This design comes from an exercise in tuning for small area on the open sky130 flow, not from production work. Only simulation tests tie the RTL to the original design; equivalence was not proved. Power and IR drop assume default switching activity.

==> build 21: inputs <==
==> flow/design.v (excerpt) <==
module isa_core (
    input  wire         clk,
    input  wire         rst,
    output wire         mem_req,
    output wire         mem_we,
    output wire [15:0]  mem_addr,
    output wire [15:0]  mem_wdata,
    input  wire [15:0]  mem_rdata,
    input  wire         mem_ready,
    input  wire         bp_we,
    input  wire [1:0]   bp_idx,
    input  wire         bp_valid,
    input  wire [17:0]  bp_addr,
    output wire         halted,
    output wire         bp_hit,
    output wire [17:0]  pc,
    output wire         flag_z,
    output wire         flag_n,
    output wire         flag_c,
    output wire [31:0]  icount,
    output wire [127:0] regs
);
    localparam [2:0] S_CLR = 3'd0,
                     S_F   = 3'd1,
                     S_E   = 3'd2,
                     S_M   = 3'd3,
                     S_W   = 3'd4;
    reg [2:0]  state;
    reg [4:0]  cnt;
    reg [15:0] ir;
    reg [15:0] ar;
    reg [17:0] pc_r;
    reg [31:0] ic;
    reg        halted_r, ffail;
    reg        z_r, n_r, c_r;
    reg        cy, pcy, icy, ones;
    reg [15:0] rf [0:7];
    reg        bp_v [0:3];
    reg [17:0] bp_a [0:3];
    integer b;
    always @(posedge clk) begin
        for (b = 0; b < 4; b = b + 1) begin
            if (bp_we) begin
                if (bp_idx == b[1:0]) begin
                    bp_v[b] <= bp_valid;
                    bp_a[b] <= bp_addr;
                end
            end else if (rst) begin
                bp_v[b] <= 1'b0;
            end
        end
    end
    wire bp_match = (bp_v[0] && bp_a[0] == pc_r) || (bp_v[1] && bp_a[1] == pc_r) ||
                    (bp_v[2] && bp_a[2] == pc_r) || (bp_v[3] && bp_a[3] == pc_r);
    wire pc_ok    = (pc_r[17:16] == 2'b00) && (pc_r[15:0] != 16'hFFFF);
    wire [3:0] op  = ffail ? 4'h0 : ir[15:12];
    wire [2:0] rd  = ir[11:9];
    wire [2:0] rs1 = ir[8:6];
    wire [2:0] rs2 = ir[5:3];
    wire is_add  = (op == 4'h1);
    wire is_sub  = (op == 4'h2);
    wire is_and  = (op == 4'h3);
    wire is_or   = (op == 4'h4);
    wire is_ld   = (op == 4'h6);
    wire is_st   = (op == 4'h7);
    wire is_jmp  = (op == 4'h8);
    wire is_brz  = (op == 4'h9);
    wire is_halt = (op == 4'hA);
  ...
Settings: LEC_CHECK=0, CAP_MARGIN=20, CORE_MARGIN=2, CORE_UTILIZATION=40, SLEW_MARGIN=20; clock period 10.0 ns.
standard.sh (not shown) runs the stock make flow with config.mk's settings and CLKGATE_MAP_FILE= SYNTH_SCRIPT=/design/flow/synth_recipe.tcl, a recipe that flattens the netlist after the stock synthesis.
==> flow/flow/run.sh <==
#!/bin/bash
set -euo pipefail
bash standard.sh \
  'BUFFER_PORTS_ARGS=-buffer_cell sky130_fd_sc_hd__buf_1' \
  'CTS_ARGS=-sink_clustering_enable -repair_clock_nets -buf_list sky130_fd_sc_hd__clkbuf_4 -dont_use_dummy_load' \
  finish > flow.log 2>&1
==> build 34 (differences from build 21) <==
==> flow/design.v (replaced) <==
module isa_core (
    input  wire         clk,
    input  wire         rst,
    output wire         mem_req,
    output wire         mem_we,
    output wire [15:0]  mem_addr,
    output wire [15:0]  mem_wdata,
    input  wire [15:0]  mem_rdata,
    input  wire         mem_ready,
    input  wire         bp_we,
    input  wire [1:0]   bp_idx,
    input  wire         bp_valid,
    input  wire [17:0]  bp_addr,
    output wire         halted,
    output wire         bp_hit,
    output wire [17:0]  pc,
    output wire         flag_z,
    output wire         flag_n,
    output wire         flag_c,
    output wire [31:0]  icount,
    output wire [127:0] regs
);
    localparam [2:0] S_F   = 3'd0,
                     S_M   = 3'd1,
                     S_H   = 3'd2,
                     S_CLR = 3'd3,
                     S_E   = 3'd4,
                     S_EF  = 3'd5,
                     S_W   = 3'd6,
                     S_WS  = 3'd7;
    reg [2:0]  state;
    reg [3:0]  cnt;
    reg [15:0] ir;
    reg [15:0] ar;
    reg [15:0] pc_lo;
    reg        pc16;
    reg [31:0] ic;
    reg        z_r, n_r, c_r;
    reg        cy, pcy, icy;
    reg [15:0] rf [0:7];
    reg [16:0] bp_a [0:3];
    wire [16:0] pc_r = {pc16, pc_lo};
    wire        bp_ok = bp_valid && (bp_addr[17] == (bp_addr[16] && bp_addr[15]));
    wire [16:0] bp_w  = bp_ok ? bp_addr[16:0] : {3'b101, bp_addr[13:0]};
    integer b;
    always @(posedge clk) begin
        for (b = 0; b < 4; b = b + 1) begin
            if (bp_we) begin
                if (bp_idx == b[1:0])
                    bp_a[b] <= bp_w;
            end else if (rst) begin
                bp_a[b][16:14] <= 3'b101;
            end
        end
    end
    wire bp_match = (bp_a[0] == pc_r) || (bp_a[1] == pc_r) ||
                    (bp_a[2] == pc_r) || (bp_a[3] == pc_r);
    wire pc_ok    = !pc16 && (pc_lo != 16'hFFFF);
    wire st_clr = (state == S_CLR);
    wire st_f   = (state == S_F);
    wire st_e   = state[2] && !state[1];
    wire st_m   = (state == S_M);
    wire st_w   = state[2] && state[1];
    wire halted_r = (state == S_H);
    wire [3:0] op  = (state == S_EF) ? 4'h0 : ir[15:12];
    wire [2:0] rd  = ir[11:9];
    wire [2:0] rs1 = ir[8:6];
    wire [2:0] rs2 = ir[5:3];
    wire is_add  = (op == 4'h1);
    wire is_sub  = (op == 4'h2);
    wire is_and  = (op == 4'h3);
    wire is_or   = (op == 4'h4);
    wire is_ld   = (op == 4'h6);
    wire is_st   = (op == 4'h7);
    wire is_jmp  = (op == 4'h8);
    wire is_brz  = (op == 4'h9);
    wire is_halt = (op == 4'hA);
    wire is_alu  = (op >= 4'h1) && (op <= 4'h5);
    wire is_rr   = (op >= 4'h1) && (op <= 4'h4);
    wire is_mem  = is_ld || is_st;
    wire busy   = state[2] || st_clr;            
    wire first  = (cnt == 4'd0);
    wire last   = (cnt == 4'd15);
    wire [3:0] ilim  = ir[15] ? 4'd9 : 4'd5;
    wire       i_bit = ir[(cnt < ilim) ? cnt : ilim];
    wire [2:0] bsel = is_st ? rd : rs2;
    wire a_bit  = rf[rs1][0];
    wire b_reg  = rf[bsel][0];
    wire b_op   = is_rr ? b_reg : i_bit;
    wire b_eff  = b_op ^ is_sub;
    wire cin    = first ? is_sub : cy;
    wire sum    = a_bit ^ b_eff ^ cin;
    wire cout   = (a_bit & b_eff) | (a_bit & cin) | (b_eff & cin);
    wire res    = is_and ? (a_bit & b_reg) : is_or ? (a_bit | b_reg) : sum;
    wire take    = is_jmp || (is_brz && z_r);
    wire pc_off  = st_e && take;
    wire pc_add  = (st_e && (is_mem || is_halt)) ? 1'b0 :
                   pc_off ? i_bit :
                   (cnt == 4'd1);
    wire pcin    = (first || (st_e && is_mem)) ? 1'b0 : pcy;
    wire pc_sum  = pc_lo[0] ^ pc_add ^ pcin;
    wire pc_cout = (pc_lo[0] & pc_add) | (pc_lo[0] & pcin) | (pc_add & pcin);
    wire pc_in   = st_clr ? 1'b0 : pc_sum;
    wire pc16_next = pc16 ^ pc_cout ^ (pc_off && ir[9]);
    wire icin = first ? 1'b1 : icy;
    wire ic_s0 = ic[0] ^ icin;
    wire ic_c1 = ic[0] & icin;
    wire ic_s1 = ic[1] ^ ic_c1;
    wire ic_c2 = ic[1] & ic_c1;
    wire ld_wr = (state == S_W) && is_ld;
    wire swap  = (st_e || st_w) && is_st;
    wire wbit  = st_clr ? 1'b0 : (st_e && is_alu) ? res : ld_wr ? ar[0] : rf[7][0];
    wire wen   = (st_e && is_alu) || ld_wr || swap;
    integer i;
    always @(posedge clk) begin
        if (busy) begin
            for (i = 0; i < 8; i = i + 1) begin
                if (st_clr || (wen && rd == i[2:0]))
                    rf[i] <= {wbit, rf[i][15:1]};
                else if (i == 7 && swap)
                    rf[i] <= {b_reg, rf[i][15:1]};
                else
                    rf[i] <= {rf[i][0], rf[i][15:1]};
            end
        end
    end
    always @(posedge clk) begin
        if (busy) begin
            pc_lo <= {pc_in, pc_lo[15:1]};
            pcy   <= (st_e && is_mem) ? ((first | pcy) & res) : pc_cout;
            if (last)
                pc16 <= !st_clr && pc16_next;
        end
        if (busy)
            ar <= {(st_e && is_mem) ? res : pc_in, ar[15:1]};
        else if (st_m && is_ld && mem_ready)
            ar <= mem_rdata;
        if (st_clr || st_e) begin
            ic  <= {st_clr ? 2'b00 : {ic_s1, ic_s0}, ic[31:2]};
            icy <= ic_c2;
        end
        if (st_e)
            cy <= cout;
        if (st_f && mem_ready)
            ir <= mem_rdata;
    end
    always @(posedge clk) begin
        if (rst) begin
            state    <= S_CLR;
            cnt      <= 4'd0;
            z_r      <= 1'b0;
            n_r      <= 1'b0;
            c_r      <= 1'b0;
        end else begin
            if (busy)
                cnt <= cnt + 4'd1;
            if (st_e && is_alu) begin
                z_r <= (first | z_r) & !res;
                n_r <= res;
                if (is_add && last)
                    c_r <= cout;
            end
            case (state)
                S_CLR: if (last) state <= S_F;
                S_F: begin
                    if (!bp_match) begin
                        if (!pc_ok)
                            state <= S_EF;
                        else if (mem_ready)
                            state <= S_E;
                    end
                end
                S_E, S_EF: begin
                    if (last) begin
                        if (is_mem) begin
                            state <= (pcy && res) ? (is_ld ? S_WS : S_W) : S_M;
                        end else begin
                            state <= (is_halt || state == S_EF) ? S_H : S_F;
                        end
                    end
                end
                S_M: if (mem_ready) state <= S_W;
                S_W, S_WS: if (last) state <= S_F;
                default: ;
            endcase
        end
    end
    assign mem_req   = 1'b1;
    assign mem_we    = st_m && is_st;
    assign mem_addr  = ar;
    assign mem_wdata = rf[7];
    assign halted = halted_r;
    assign bp_hit = st_f && bp_match;
    assign pc     = {pc16 && pc_lo[15], pc_r};
    assign flag_z = z_r;
    assign flag_n = n_r;
    assign flag_c = c_r;
    assign icount = ic;
    genvar g;
    generate
        for (g = 0; g < 8; g = g + 1) begin : g_regs
            assign regs[16*g +: 16] = rf[g];
        end
    endgenerate
endmodule
==> flow/flow/run.sh (replaced) <==
#!/bin/bash
set -euo pipefail
bash standard.sh \
  'BUFFER_PORTS_ARGS=-buffer_cell sky130_fd_sc_hd__buf_1' \
  'CTS_ARGS=-sink_clustering_enable -repair_clock_nets -buf_list sky130_fd_sc_hd__clkbuf_4 -dont_use_dummy_load -sink_clustering_size 10 -sink_clustering_max_diameter 60' \
  finish > flow.log 2>&1
- CORE_UTILIZATION: 40 -> 65
==> build 6 (differences from build 21) <==
==> flow/run.sh (new file) <==
#!/bin/bash
# synth_recipe.tcl (not shown) runs the flow's synth.tcl, then flattens the netlist and writes it again
# the make line also repeats each setting of config.mk as NAME=value (left out here)
make -C /OpenROAD-flow-scripts/flow DESIGN_CONFIG=/design/flow/config.mk WORK_HOME=/design/flow/orfs CLKGATE_MAP_FILE= SYNTH_SCRIPT=/design/flow/synth_recipe.tcl finish
removed: flow/flow/run.sh
removed: flow/standard.sh
==> comparison table <==
metric                                                                       build 34          build 21             build 6
Result of the run                                                      finished clean    finished clean      finished clean
Number of nets in the final layout                                               1022              1050                1005
Pleak                                                                         4.73 nW           4.91 nW             5.65 nW
Part of the power in combinational logic                                         3.2%              2.5%                2.5%
Total wirelength of the detailed-routed design                               26100 µm          27400 µm            28400 µm
Total power consumption of the routed design                                0.00192 W         0.00225 W           0.00267 W
Share of the final layout cell area in sequential cells                         67.7%             65.3%               56.6%
Latest clock arrival within the worst-skew pair                               0.65 ns           0.69 ns             0.50 ns
Wire length on met1                                                          10700 µm          11800 µm            12300 µm
Worst slack at placement                                                      5.55 ns           5.87 ns             5.57 ns
Placement Rows                                                                     48                63                  63
Relative slew slack                                                             45.7%             31.1%               30.0%
Chip Height                                                                    137 µm            176 µm              176 µm
Area of the die                                                             18600 µm²         31100 µm²           31100 µm²
Post-synth EDFFs                                                                  280               289                 289
Proportion of netlist area held by the largest area contributor                 73.6%             73.0%               73.0%
HP Start                                                         ic[31]$_SDFFCE_PP0P_  ic[26]$_DFFE_PP_  rf[5][5]$_DFFE_PP_
Via density                                                                      5.83              5.06                5.04
Final worst path period need                                                  4.62 ns           4.71 ns             4.93 ns

==> re-timing with driven ports <==
How much do the figures lean on ideal ports? The routed layouts below were timed once more, with nothing changed but the port constraints.
Step 1: set_driving_cell puts a clkbuf_16 on clk and a buf_2 on each other input, an assumption about the parent block.
Step 2 also shifts input and output timing later by t, the mid clock arrival at the registers, as if the neighbouring blocks saw the same clock.
a / b / c = no drivers / after step 1 / after step 2; a / b = the first two.
run	shift t [ns]	setup slack, ns	slew at the worst register clock pin (ns)	worst slew at a driven data input, ns
build 21	0.686	5.286 / 5.242 / 5.840	0.07 / 0.07	0.08
build 34	0.657	5.377 / 5.341 / 5.467	0.12 / 0.12	0.05
build 6	0.548	5.073 / 5.021 / 5.569	0.06 / 0.06	0.08
After both steps setup and hold are still met in every run listed.
